What follows belongs to an exercise in optimizing a design on an open flow for small area and a short achievable clock period; a production flow would make more cautious choices. Power is estimated from default activity; no workload was simulated.

// pocsag_rx
module pocsag_rx (
    input  wire        clk,
    input  wire        rst,
    input  wire        in_valid,
    input  wire [15:0] in_sample,
    output reg         pre_found,
    output reg         sync_found,
    output wire        out_valid,
    output wire [3:0]  out_index,
    output wire [31:0] out_word,
    output wire        out_fail,
    output wire        out_addr
);
export LEC_CHECK = 0
export CAP_MARGIN = 20
export CORE_MARGIN = 2
export CORE_UTILIZATION = 40
export CTS_BUF_LIST = sky130_fd_sc_hd__clkbuf_8
export SLEW_MARGIN = 20
export SYNTH_HIERARCHICAL = 1
create_clock -name core_clock -period 12.0 [get_ports {clk}]
standard.sh (not shown) runs the stock make flow with config.mk's settings and CLKGATE_MAP_FILE= SYNTH_SCRIPT=/design/flow/synth_recipe.tcl, a recipe that flattens the netlist after the stock synthesis.
==> flow/flow/run.sh <==
#!/bin/bash
# The standard layout (standard synthesis and the ORFS steps unchanged),
# with two differences:
# - the port buffers that buffer_ports inserts are sky130_fd_sc_hd__buf_4
#   instead of the cell it picks by default (clkdlybuf4s50_1, a delay
#   cell); every input and output port still gets its own buffer;
# - repair_timing works on every path with less than 8 ns of setup slack
#   (SETUP_SLACK_MARGIN), so it sizes up the gates on the critical paths.
#   The clock period and the constraints are the standard flow's own.
# make's output goes to standard.log; ORFS keeps each step's log under
# orfs/logs.
set -euo pipefail
export BUFFER_PORTS_ARGS="-buffer_cell sky130_fd_sc_hd__buf_4"
export SETUP_SLACK_MARGIN=8
bash standard.sh > standard.log 2>&1
Then changed:
--- a/flow/design.v
+++ b/flow/design.v
@@ -83,56 +83,39 @@
     wire [24:0] xs = {{3{sg}}, s, 6'd0};
     wire [24:0] qs = {{9{1'b1}}, s ^ {16{~sg}}};
     wire [24:0] sum, cy;       
     wire [25:0] ch;            
     assign ch[0] = 1'b0;
     genvar i;
     generate
         for (i = 0; i < 25; i = i + 1) begin : g_c
             if (i < 6) begin : g_z
                 c42z u_c (.a(rs[i]), .c(rk[i]), .d(qs[i]), .ci(ch[i]),
                           .co(ch[i+1]), .s(sum[i]), .k(cy[i]));
-            end else if (i < 16) begin : g_m
-                c42s u_c (.a(rs[i]), .b(rk[i]), .c(s[i-6]), .e(s[i]), .sg(sg), .d(qs[i]),
-                          .ci(ch[i]), .co(ch[i+1]), .s(sum[i]), .k(cy[i]));
             end else begin : g_f
                 c42 u_c (.a(rs[i]), .b(rk[i]), .c(xs[i]), .d(qs[i]), .ci(ch[i]),
                          .co(ch[i+1]), .s(sum[i]), .k(cy[i]));
             end
         end
     endgenerate
     wire c24n;
     pfx_gtree #(.W(24)) u_t (.x(sum[23:0]), .y({cy[22:0], ~sg}), .ci(1'b0), .co(c24n));
     wire t = sum[24] ^ cy[23];             
     wire pa = dv & in_pre  & (t ? m1 : m0);
     wire pb = dv & in_pre  & (t ? m0 : m1);
     wire sa = dv & in_sync & sm & ~t;
     wire sb = dv & in_sync & sm &  t;
     cl_mux u_b  (.s(c24n), .a(t),  .b(~t), .y(b));
     cl_mux u_pf (.s(c24n), .a(pa), .b(pb), .y(pre_d));
     cl_mux u_sf (.s(c24n), .a(sa), .b(sb), .y(sync_d));
 endmodule
-module c42s (
-    input  wire a, input wire b, input wire c, input wire e, input wire sg,
-    input  wire d, input wire ci,
-    output wire co, output wire s, output wire k
-);
-    wire ab, abs_, ce, t;
-    cl_x2  u_ab (.a(a), .b(b), .y(ab));
-    cl_xn2 u_as (.a(ab), .b(sg), .y(abs_));
-    cl_x2  u_ce (.a(c), .b(e), .y(ce));
-    cl_x2  u_t  (.a(abs_), .b(ce), .y(t));
-    cl_maj u_co (.a(a), .b(b), .c(c), .y(co));
-    cl_x2  u_s  (.a(t), .b(ci), .y(s));
-    cl_mux u_k  (.s(t), .a(d), .b(ci), .y(k));
-endmodule
 module c42z (
     input  wire a, input wire c, input wire d, input wire ci,
     output wire co, output wire s, output wire k
 );
     wire cd, t;
     cl_x2  u_cd (.a(c), .b(d), .y(cd));
     cl_x2  u_t  (.a(a), .b(cd), .y(t));
     cl_and u_co (.a(a), .b(c), .y(co));
     cl_x2  u_s  (.a(t), .b(ci), .y(s));
     cl_mux u_k  (.s(t), .a(d), .b(ci), .y(k));
 endmodule
@@ -358,53 +341,55 @@
     localparam [31:0] SYNC_WORD = 32'h7CD215D8;
     localparam [1:0] S_PRE   = 2'd0,
                      S_SYNC  = 2'd1,
                      S_BATCH = 2'd2;
     wire        acc = in_valid & ~rst;
     wire        sg  = in_sample[15];
     reg  [1:0]  icnt;          
     reg         v_r;           
     reg         vg_r;          
     reg         l_r;           
     reg  [15:0] s_r;           
+    reg  [15:0] q_r;           
     reg         ci_r;          
     reg  [15:0] a_r;           
     reg  [22:0] magp;
     reg  [24:0] c_r;
     wire [15:0] a_in;
     wire [22:0] magp_n;
     wire [24:0] c_n;
     wire [24:0] rs_n, rk_n;
     slc_abs u_abs (
         .s (in_sample),
         .a (a_in)
     );
     slc_upd u_upd (
         .v      (v_r),
         .vg     (vg_r),
         .l      (l_r),
         .magp   (magp),
         .c      (c_r),
         .s      (s_r),
-        .q      (s_r ^ {16{ci_r}}),    
+        .q      (q_r),
         .ci     (ci_r),
         .a      (a_r),
         .magp_n (magp_n),
         .c_n    (c_n),
         .rs     (rs_n),
         .rk     (rk_n)
     );
     always @(posedge clk) begin
         l_r  <= (icnt == 2'd3);
         vg_r <= acc;
         s_r  <= acc ? in_sample : 16'd0;
+        q_r  <= acc ? (in_sample ^ {16{~sg}}) : 16'd0;
         ci_r <= acc & ~sg;
         a_r  <= acc ? a_in : 16'd0;
         if (rst) begin
             icnt <= 2'd0;
             v_r  <= 1'b0;
             magp <= 23'd0;
             c_r  <= 25'd0;
         end else begin
             if (in_valid)
                 icnt <= icnt + 2'd1;
             v_r  <= in_valid;
Via count grows slightly.
Final cell count grows slightly.
Flip-flop and latch count grows by 16.
Design area shrinks slightly.
Wire length shrinks slightly.
Worst hold slack degrades by 0.027 ns.
Critical path depth shrinks by 5.
Synthesized cell count grows slightly.
Maximum frequency shrinks slightly.
Worst setup slack degrades by 0.080 ns.
Clock skew grows by 0.015 ns.
Sequential power grows by a few percent.
No run of this note included a check of the RTL's function; only the layout flow was run.

-- afterwards: timing with drivers on the ports --
In the flow no input, the clock included, has a driving cell. The finished layouts below were timed again as built, in two steps. Step 1: set_driving_cell puts a clkbuf_16 on clk and a buf_2 on each other input, an assumption about the parent block. Step 2, shift: input delay + t, output delay - t, t = (earliest + latest rising clock arrival at the registers) / 2. This alone moves slack from input paths to output paths. Three values: ideal ports, drivers, drivers and shift; two values: the first two.
run | shift t [ns] | slack for setup (ns) | worst setup path after step 2 | worst data-port slew with drivers (ns)
the first run | 0.762 | 7.577 / 7.548 / 6.786 | input to register | 0.14
the second run | 0.764 | 7.497 / 7.495 / 6.731 | input to register | 0.08
After both steps setup and hold are still met in every run listed. The setup slack of the first run, which loses most, moves by -0.029 ns with the drivers and by -0.791 ns with both steps.
